Source: an optimization exercise on an open RTL-to-GDS flow (aim: small area, a short achievable clock period and few clock cycles). Production flows keep margins and buffers that such runs may drop.
Only simulation tests tie the RTL to the original design; equivalence was not proved.

## flow/design.v (module list and top-level ports; edited modules follow where they fit)
// module uhre_fxu: 584 lines
// module fxu_rdmux: 19 lines
// module fxu_lane_b: 464 lines
// module fxu_lane_a: 530 lines
// module fxu_fadd: 180 lines
module uhre_fxu (
    input  wire        clk,
    input  wire        rst,         
    input  wire        cmd_valid,
    input  wire [15:0] cmd_word,
    output wire        cmd_ready,
    output reg         done,
    input  wire        wr_en,
    input  wire [4:0]  wr_addr,
    input  wire [15:0] wr_data,
    input  wire [4:0]  rd_addr,
    output reg  [15:0] rd_data
);
  // ...
==> flow/flow/run.sh <==
#!/bin/bash
set -euo pipefail
export SETUP_SLACK_MARGIN=6.45
export BUFFER_PORTS_ARGS="-buffer_cell sky130_fd_sc_hd__buf_4"
bash standard.sh > make.log 2>&1
==> flow/standard.sh <==
#!/bin/bash
# synth_recipe.tcl (not shown) runs the flow's synth.tcl, then flattens the netlist and writes it again
# the make line also repeats each setting of config.mk as NAME=value (left out here)
make -C /OpenROAD-flow-scripts/flow DESIGN_CONFIG=/design/flow/config.mk WORK_HOME=/design/flow/orfs CLKGATE_MAP_FILE= SYNTH_SCRIPT=/design/flow/synth_recipe.tcl "${@:-finish}"
==> flow/config.mk <==
export PLATFORM = sky130hd
export DESIGN_NAME = uhre_fxu
export DESIGN_NICKNAME = uhre_fxu
export VERILOG_FILES = /design/flow/design.v
export SDC_FILE = /design/flow/constraint.sdc
export NUM_CORES = 8
export LEC_CHECK = 0
export ABC_AREA = 1
export CAP_MARGIN = 20
export CORE_MARGIN = 2
export CORE_UTILIZATION = 32
export PLACE_DENSITY = 0.58
export SLEW_MARGIN = 60
==> flow/constraint.sdc <==
create_clock -name core_clock -period 14.0 [get_ports {clk}]
set_input_delay 2.8000 -clock core_clock [delete_from_list [all_inputs] [get_ports {clk}]]
set_output_delay 2.8000 -clock core_clock [all_outputs]
set_load 0.01 [all_outputs]
==> impl_metrics.env, run 1 <==
export IMPL_cap_viol_max_count=0
export IMPL_synthFlopType="edfxtp_1"
export IMPL_synth_fp_nets=10400
export IMPL_holdBufCountCts=0
export IMPL_ff_latch_area_mm2=0.0162
export IMPL_nNonClkBuffers=413
export IMPL_rsz0062_at_grt="false"
export IMPL_grt_antenna_before_repair=20
export IMPL_crit_end="rd_data[15]"
export IMPL_clock_latency_ps=740
export IMPL_clock_skew_ps=68.6
export IMPL_hold_ws_ps=499
export IMPL_largest_register_ffs=192
export IMPL_min_from="rs1_q[0]"
export IMPL_cts_buffers=76
export IMPL_multi_input_area_share_pct=59.5
export IMPL_regMostFlops="ee"
export IMPL_min_to="rs1_q[0]"
export IMPL_synthTopCellsByCount="nand2_1 (2,052), inv_1 (1,320), o21ai_0 (766), a21oi_1 (666), nor2_1 (628)"
export IMPL_cp_data_arrival_time_ps=4870
export IMPL_r2r_end="rf[51]"
export IMPL_clockBufferDepth=3
export IMPL_synth_xor_area_share_pct=6.03
export IMPL_critPathBufInv=6
export IMPL_grt_most_used_layer="met2"
export IMPL_synthToLayoutAreaGrowth_pct=14.6
export IMPL_cp_start_kind="input port"
export IMPL_run_status="no timing/DRC/antenna violations"
export IMPL_use_met1_pct=43.8
export IMPL_seq_share_pct=20.8
export IMPL_via_per_inst=5.97
export IMPL_nNetsFinal=10400
export IMPL_final_util_pct=36.9
export IMPL_grt_pass1_vias=67600
Testbench counts, summed over its fixed seeds: cycles 10,997.
==> run 2: changes to the inputs <==
==> flow/flow/run.sh (replaced) <==
#!/bin/bash
set -euo pipefail
export SETUP_SLACK_MARGIN=6.3
export BUFFER_PORTS_ARGS="-buffer_cell sky130_fd_sc_hd__buf_4"
bash standard.sh > make.log 2>&1
==> impl_metrics.env, run 2 <==
export IMPL_cts_tree="built"
export IMPL_routed_wirelength_mm=367
export IMPL_synth_fp_nets=10400
export IMPL_top_regs="ee: 192 flops, rf: 128 flops"
export IMPL_synth_edff_count=419
export IMPL_max_freq_ghz=0.130
export IMPL_synthFlopType="edfxtp_1"
export IMPL_die_w_um=466
export IMPL_synthArstFlopShare_pct=0
export IMPL_final_cell_mix="nand2_1 (2,009), inv_1 (1,240), o21ai_0 (705), a21oi_1 (641), nand3_1 (608)"
export IMPL_grt_pass1_wl_mm=506
export IMPL_crit_end="rd_data[1]"
export IMPL_synth_area_mm2=0.0682
export IMPL_drive_gt1_share_pct=10.5
export IMPL_worst_pin_slew_ps=682
export IMPL_clock_skew_ps=68.6
export IMPL_gp_congestion=1.11
export IMPL_cts_buffers=76
export IMPL_clockBufferDepth=3
export IMPL_yosys_area_top_type="edfxtp_1"
export IMPL_stdcell_count=12500
export IMPL_final_antenna_net_count=0
export IMPL_r2r_slack_ps=6510
export IMPL_r2r_end="ee[112]"
export IMPL_port_buffers=63
export IMPL_fillCellCount=22400
export IMPL_final_setup_viol_count=0
export IMPL_endpoint_kind="primary output"
export IMPL_dpl_hpwl_mm=282
export IMPL_regMostFlops="ee"
export IMPL_synth_area_per_cell_um2=7.08
export IMPL_run_status="no timing/DRC/antenna violations"
export IMPL_yosysTopAreaCellShare_pct=18.4
export IMPL_post_route_period_util_pct=55.1
export IMPL_clk_pin_slew_worst_paths_ps=60
export IMPL_reg2regPathDepth=29
export IMPL_via_per_inst=5.96
export IMPL_grt_overflow=0
export IMPL_finalHoldViolCount=0
export IMPL_yosysMostFrequentCell="nand2_1"
export IMPL_largest_register_ffs=192
export IMPL_slew_viol_final=0
export IMPL_clock_root_buffer="clkbuf_16"
export IMPL_synth_area_top_cells="edfxtp_1 (18%), nand2_1 (11%), fa_1 (9.3%), inv_1 (7.3%), ha_1 (6.8%)"
export IMPL_crit_type="input port to primary output"
export IMPL_start_util_pct=32.2
export IMPL_wl_per_cell_um=29.3
export IMPL_ys_seq_elements=600
export IMPL_cp_start_kind="input port"
export IMPL_dp_cells=12300
export IMPL_r2r_start="yb[13]"
export IMPL_dieArea_mm2=0.217
export IMPL_rows=169
export IMPL_cap_viol_max_count=0
export IMPL_coreArea_mm2=0.212
export IMPL_drc_errors=0
export IMPL_synth_seq_area_share_pct=23.8
export IMPL_grt_max_degree=91
export IMPL_cts_sinks=600
export IMPL_ctsHtreeMaxLevel=3
export IMPL_rsz0062_at_grt="true"
export IMPL_path_max_fanout=31
export IMPL_synthToLayoutAreaGrowth_pct=13.5
export IMPL_synthTopCellsByCount="nand2_1 (2,052), inv_1 (1,320), o21ai_0 (766), a21oi_1 (666), nor2_1 (628)"
export IMPL_grt_antenna_before_repair=18
export IMPL_groute_usage_overall_pct=32.4
export IMPL_ios=64
export IMPL_die_h_um=466
export IMPL_first_pass_iters=8
export IMPL_finalCriticalPeriod_ps=7720
export IMPL_clock_latency_ps=740
export IMPL_yosysWarnings=1
export IMPL_ys_types=78
export IMPL_critPathRequiredTime_ps=11200
export IMPL_via_count=74600
export IMPL_drtIter0Drc=11600
export IMPL_final_common_cell="nand2_1"
export IMPL_max_slew_margin_rel_pct=54.4
export IMPL_min_path_type="flip-flop to flip-flop"
export IMPL_crit_start="rd_addr[2]"
export IMPL_grt_pass1_vias=67200
export IMPL_nNetsFinal=10400
export IMPL_finalSetupTns_ps=0
export IMPL_synthCells=9639
export IMPL_cp_data_arrival_time_ps=4920
run 2: cell counts after synthesis:
Identical to the previous run, type by type.
run 2: kinds of logic after synthesis:
kind of cell | after synthesis | synth area share (%)
adder cells (fa/ha/maj) | 689 | 16.1
AO/OA/AOI/OAI | 2434 | 21.2
multiplexers | 3 | 0.0459
buffers and inverters | 1850 | 10.7
AND/OR/NAND/NOR | 3594 | 22.1
XOR/XNOR | 469 | 6.03
flip-flops | 600 | 23.8
run 2: final cells by class:
class | instances | area, µm² | area share (%)
flip-flops and latches | 600 | 16200 | 21.0
repair inverters | 5 | 35.0 | 0.0453
clock inverters | 40 | 424 | 0.548
multi-input cells | 7193 | 46300 | 59.8
well taps | 2821 | 3530 | 4.56
repair buffers | 378 | 3380 | 4.37
diodes | 7 | 17.5 | 0.0226
clock buffers | 98 | 2080 | 2.69
inverters | 1382 | 5420 | 7.00
run 2: timing repair:
| item | 4_1_cts | 5_1_grt |
|---|---|---|
| pin swaps | 8 | 30 |
| hold buffers | 0 | 0 |
| resized for setup | 149 | 218 |
| buffers inserted | 16 | 73 |
| gates cloned | 4 | 10 |
| setup endpoints to repair | 360 | 352 |
run 2: layer usage:
layer | global-route usage, % | share of wire, %
met3 | 8.62 | 13
met2 | 46.4 | 41
met5 | 0 | 0.034
met1 | 43.5 | 39
met4 | 18.9 | 7.0
run 2: metrics by stage:
stage                     utilization, %  worst slack (ps)  hold WS (ps)  cell area (µm²)
final                               36.5              6280           496            77400
after detailed placement            34.2              4940           478            72500
after global placement              33.8              4210           462            71600
after floorplan                        -              6890           435            68200
after CTS                           35.7              6280           492            75700
after global routing                36.5              6250           520            77400
run 2: critical path, stage by stage:
cell and delay, ps:
buf_4 420, buf_6 440, o21ai_0 200, o221ai_2 330, nand2_1 110, a32oi_2 230, o31ai_2 170, buf_4 180
run 2: worst min path at each step:
stage	startpoint	end	cells after the start
final	rs1_q[0]	rs1_q[0]	2
after detailed placement	rs1_q[0]	rs1_q[0]	2
after global routing	rs1_q[0]	rs1_q[0]	2
after CTS	rs1_q[0]	rs1_q[0]	2
after global placement	rs1_q[0]	rs1_q[0]	2
after floorplan	rs1_q[0]	rs1_q[0]	2
==> run 3: changes to the inputs <==
--- a/flow/config.mk
+++ b/flow/config.mk
@@ -10,4 +10,4 @@
 export CORE_MARGIN = 2
 export CORE_UTILIZATION = 32
-export PLACE_DENSITY = 0.58
+export PLACE_DENSITY = 0.65
 export SLEW_MARGIN = 60
==> impl_metrics.env, run 3 <==
export IMPL_via_per_inst=5.89
export IMPL_wl_per_cell_um=27.9
export IMPL_pre_cts_ws_ps=5090
export IMPL_use_met2_pct=43.6
export IMPL_yosysTopAreaCellShare_pct=18.4
export IMPL_clock_root_buffer="clkbuf_16"
export IMPL_groute_usage_overall_pct=30.8
export IMPL_clk_pin_slew_worst_paths_ps=60
export IMPL_drive_gt1_share_pct=9.98
export IMPL_max_freq_ghz=0.127
export IMPL_clock_skew_ps=39.8
export IMPL_final_cell_mix="nand2_1 (2,009), inv_1 (1,250), o21ai_0 (721), a21oi_1 (655), nand3_1 (610)"
export IMPL_synth_edff_count=419
export IMPL_grt_overflow=0
export IMPL_min_to="cx[5]"
export IMPL_rows=169
export IMPL_post_route_period_util_pct=56.1
export IMPL_min_from="cx[5]"
export IMPL_port_buffers=63
export IMPL_endpoint_kind="primary output"
export IMPL_cts_buffers=75
export IMPL_ctsHtreeMaxLevel=3
export IMPL_min_path_type="flip-flop to flip-flop"
export IMPL_routed_wirelength_mm=349
export IMPL_gp_congestion=1.11
export IMPL_dpl_hpwl_mm=267
export IMPL_cp_slowest_stage_delay_ps=610
export IMPL_ys_seq_elements=600
export IMPL_cts_tree="built"
export IMPL_finalSetupTns_ps=0
export IMPL_synthFlopType="edfxtp_1"
export IMPL_clockBufferDepth=3
export IMPL_grt_most_used_layer="met2"
export IMPL_final_antenna_net_count=0
export IMPL_synth_area_per_cell_um2=7.08
export IMPL_r2r_start="za[14]"
export IMPL_worst_pin_slew_ps=713
export IMPL_cap_viol_max_count=0
export IMPL_ys_types=78
export IMPL_min_delay_path_depth=2
export IMPL_drtIter0Drc=11700
export IMPL_yosysWarnings=1
export IMPL_dieArea_mm2=0.217
export IMPL_r2r_slack_ps=6340
export IMPL_cp_cell_sequence="buf_4 -> buf_16 -> buf_16 -> o21ai_0 -> o211ai_1 -> o211ai_1 -> a31oi_2 -> buf_4"
export IMPL_max_slew_margin_rel_pct=52.3
export IMPL_drc_errors=0
export IMPL_cp_data_arrival_time_ps=5060
export IMPL_multi_input_area_mm2=0.0462
export IMPL_synthTopCellsByCount="nand2_1 (2,052), inv_1 (1,320), o21ai_0 (766), a21oi_1 (666), nor2_1 (628)"
export IMPL_finalHoldViolCount=0
export IMPL_die_w_um=466
export IMPL_cts_sinks=600
export IMPL_yosys_area_top_type="edfxtp_1"
export IMPL_first_pass_iters=7
export IMPL_grt_pass1_wl_mm=486
export IMPL_start_util_pct=32.2
export IMPL_grt_antenna_before_repair=27
export IMPL_synth_fp_nets=10400
export IMPL_final_setup_viol_count=0
export IMPL_cp_slowest_cell="o211ai_1"
export IMPL_synthToLayoutAreaGrowth_pct=13.3
export IMPL_run_status="no timing/DRC/antenna violations"
export IMPL_grt_pass1_vias=66600
export IMPL_fillCellCount=22400
export IMPL_clock_latency_ps=720
export IMPL_use_met1_pct=40.5
export IMPL_finalCriticalPeriod_ps=7860
export IMPL_synth_seq_area_share_pct=23.8
export IMPL_grtUsageMet3_pct=9.19
export IMPL_ios=64
export IMPL_synth_area_mm2=0.0682
export IMPL_yosysMostFrequentCell="nand2_1"
export IMPL_r2r_end="ee[32]"
export IMPL_top_regs="ee: 192 flops, rf: 128 flops"
export IMPL_nNetsFinal=10400
export IMPL_reg2regPathDepth=25
export IMPL_synthCells=9639
export IMPL_die_h_um=466
export IMPL_slew_viol_final=0
export IMPL_grt_max_degree=88
export IMPL_rsz0062_at_grt="true"
export IMPL_final_common_cell="nand2_1"
export IMPL_cp_start_kind="input port"
export IMPL_via_count=73700
export IMPL_ff_latch_area_mm2=0.0162
export IMPL_largest_register_ffs=192
export IMPL_synthArstFlopShare_pct=0
export IMPL_fin_ws_ps=6140
export IMPL_coreArea_mm2=0.212
export IMPL_crit_type="input port to primary output"
export IMPL_path_max_fanout=49
export IMPL_regMostFlops="ee"
export IMPL_synth_area_top_cells="edfxtp_1 (18%), nand2_1 (11%), fa_1 (9.3%), inv_1 (7.3%), ha_1 (6.8%)"
export IMPL_critPathRequiredTime_ps=11200
export IMPL_holdBufCountCts=0
==> run 3: worst max-delay path, delay by kind of cell <==
family                 cells  cell delay, ps
AO/OA/AOI/OAI              4            1300
buffers and inverters      4             910
==> run 3: cell families (layout without fill, tap and decap cells) <==
| family | count (synthesis) | after routing | share of synthesized area (%) |
|---|---|---|---|
| and+or+nand+nor | 3594 | 3599 | 22.1 |
| AOI/OAI and AO/OA | 2434 | 2434 | 21.2 |
| buffers and inverters | 1850 | 1888 | 10.7 |
| adders and majority gates | 689 | 689 | 16.1 |
| DFF | 600 | 600 | 23.8 |
| xor gates and xnor gates | 469 | 469 | 6.03 |
| muxes | 3 | 3 | 0.0459 |
| other | 0 | 17 | 0 |
==> run 3: layout make-up <==
| class | instances | area share (%) |
|---|---|---|
| timing repair inverter | 2 | 0.0227 |
| multi-input combinational | 7194 | 59.8 |
| antenna | 17 | 0.0550 |
| clock inverter | 51 | 0.701 |
| sequential | 600 | 21.0 |
| inverter | 1382 | 6.94 |
| tap | 2821 | 4.57 |
| clock buffer | 86 | 2.53 |
| timing repair buffer | 367 | 4.37 |
==> run 3: how the worst max path moves through the flow <==
stage	start	end	slack (ps)	cells after the start
global placement	cmd_word[15]	rf[11]	4850	34
global route	xa[13]	rf[33]	6250	34
CTS	rd_addr[1]	rd_data[0]	6300	8
floorplan	cmd_word[15]	rf[123]	6890	36
detailed placement	cmd_word[15]	ee[60]	5090	30
finish	rd_addr[1]	rd_data[2]	6140	8
==> run 3: repair_timing <==
action                     in CTS  in global routing
setup buffers                  14                 57
gates resized for setup        95                190
gates cloned                    5                  9
setup endpoints to repair     345                342
pin swaps                       7                 24
==> run 3: stage by stage <==
stage / hold slack, ps / std cells / util (%) / area, µm²
floorplan: 435 / 9639 / - / 68200
global placement: 466 / 12200 / 33.8 / 71600
detailed placement: 488 / 12300 / 34.3 / 72600
CTS: 503 / 12400 / 35.7 / 75700
global route: 519 / 12500 / 36.5 / 77300
finish: 505 / 12500 / 36.5 / 77300
==> run 3: routing by layer <==
layer | part of all wire, % | up-vias | wire (µm)
li1 | - | 32500 | -
met1 | 38 | 34500 | 133000
met2 | 40 | 5529 | 140000
met3 | 14 | 1127 | 49000
met4 | 7.8 | 16 | 27100
met5 | 0.038 | - | 133

## separate check: timing with driven ports
In the flow no input, the clock included, has a driving cell. The finished layouts below were timed again as built, in two steps. Step 1 sets driving cells, clkbuf_16 on the clock port and buf_2 on the other inputs (assumed; they add their load-dependent delay and slew). Step 2 moves the port delays by t, midway between the first and last clock arrival at a register: inputs arrive t later, outputs are due t later. That takes back most of the time a late clock gives input paths. Slacks: ideal / step 1 / step 2; pairs: ideal / step 1.
run | t, ns | slack for setup (ns) | worst setup path at the end | latest minus earliest clock arrival (ns) | worst slew at a driven data input, ns
run 1 | 0.794 | 6.335 / 6.020 / 5.806 | input to register | 0.070 / 0.071 | 0.36
run 2 | 0.787 | 6.280 / 6.077 / 5.691 | input to register | 0.069 / 0.069 | 0.23
run 3 | 0.774 | 6.144 / 5.975 / 5.790 | input to register | 0.041 / 0.041 | 0.33
After both steps every run listed still meets setup and hold. For run 2, which loses most, drivers alone change the setup slack by -0.203 ns; drivers and shift together by -0.589 ns.
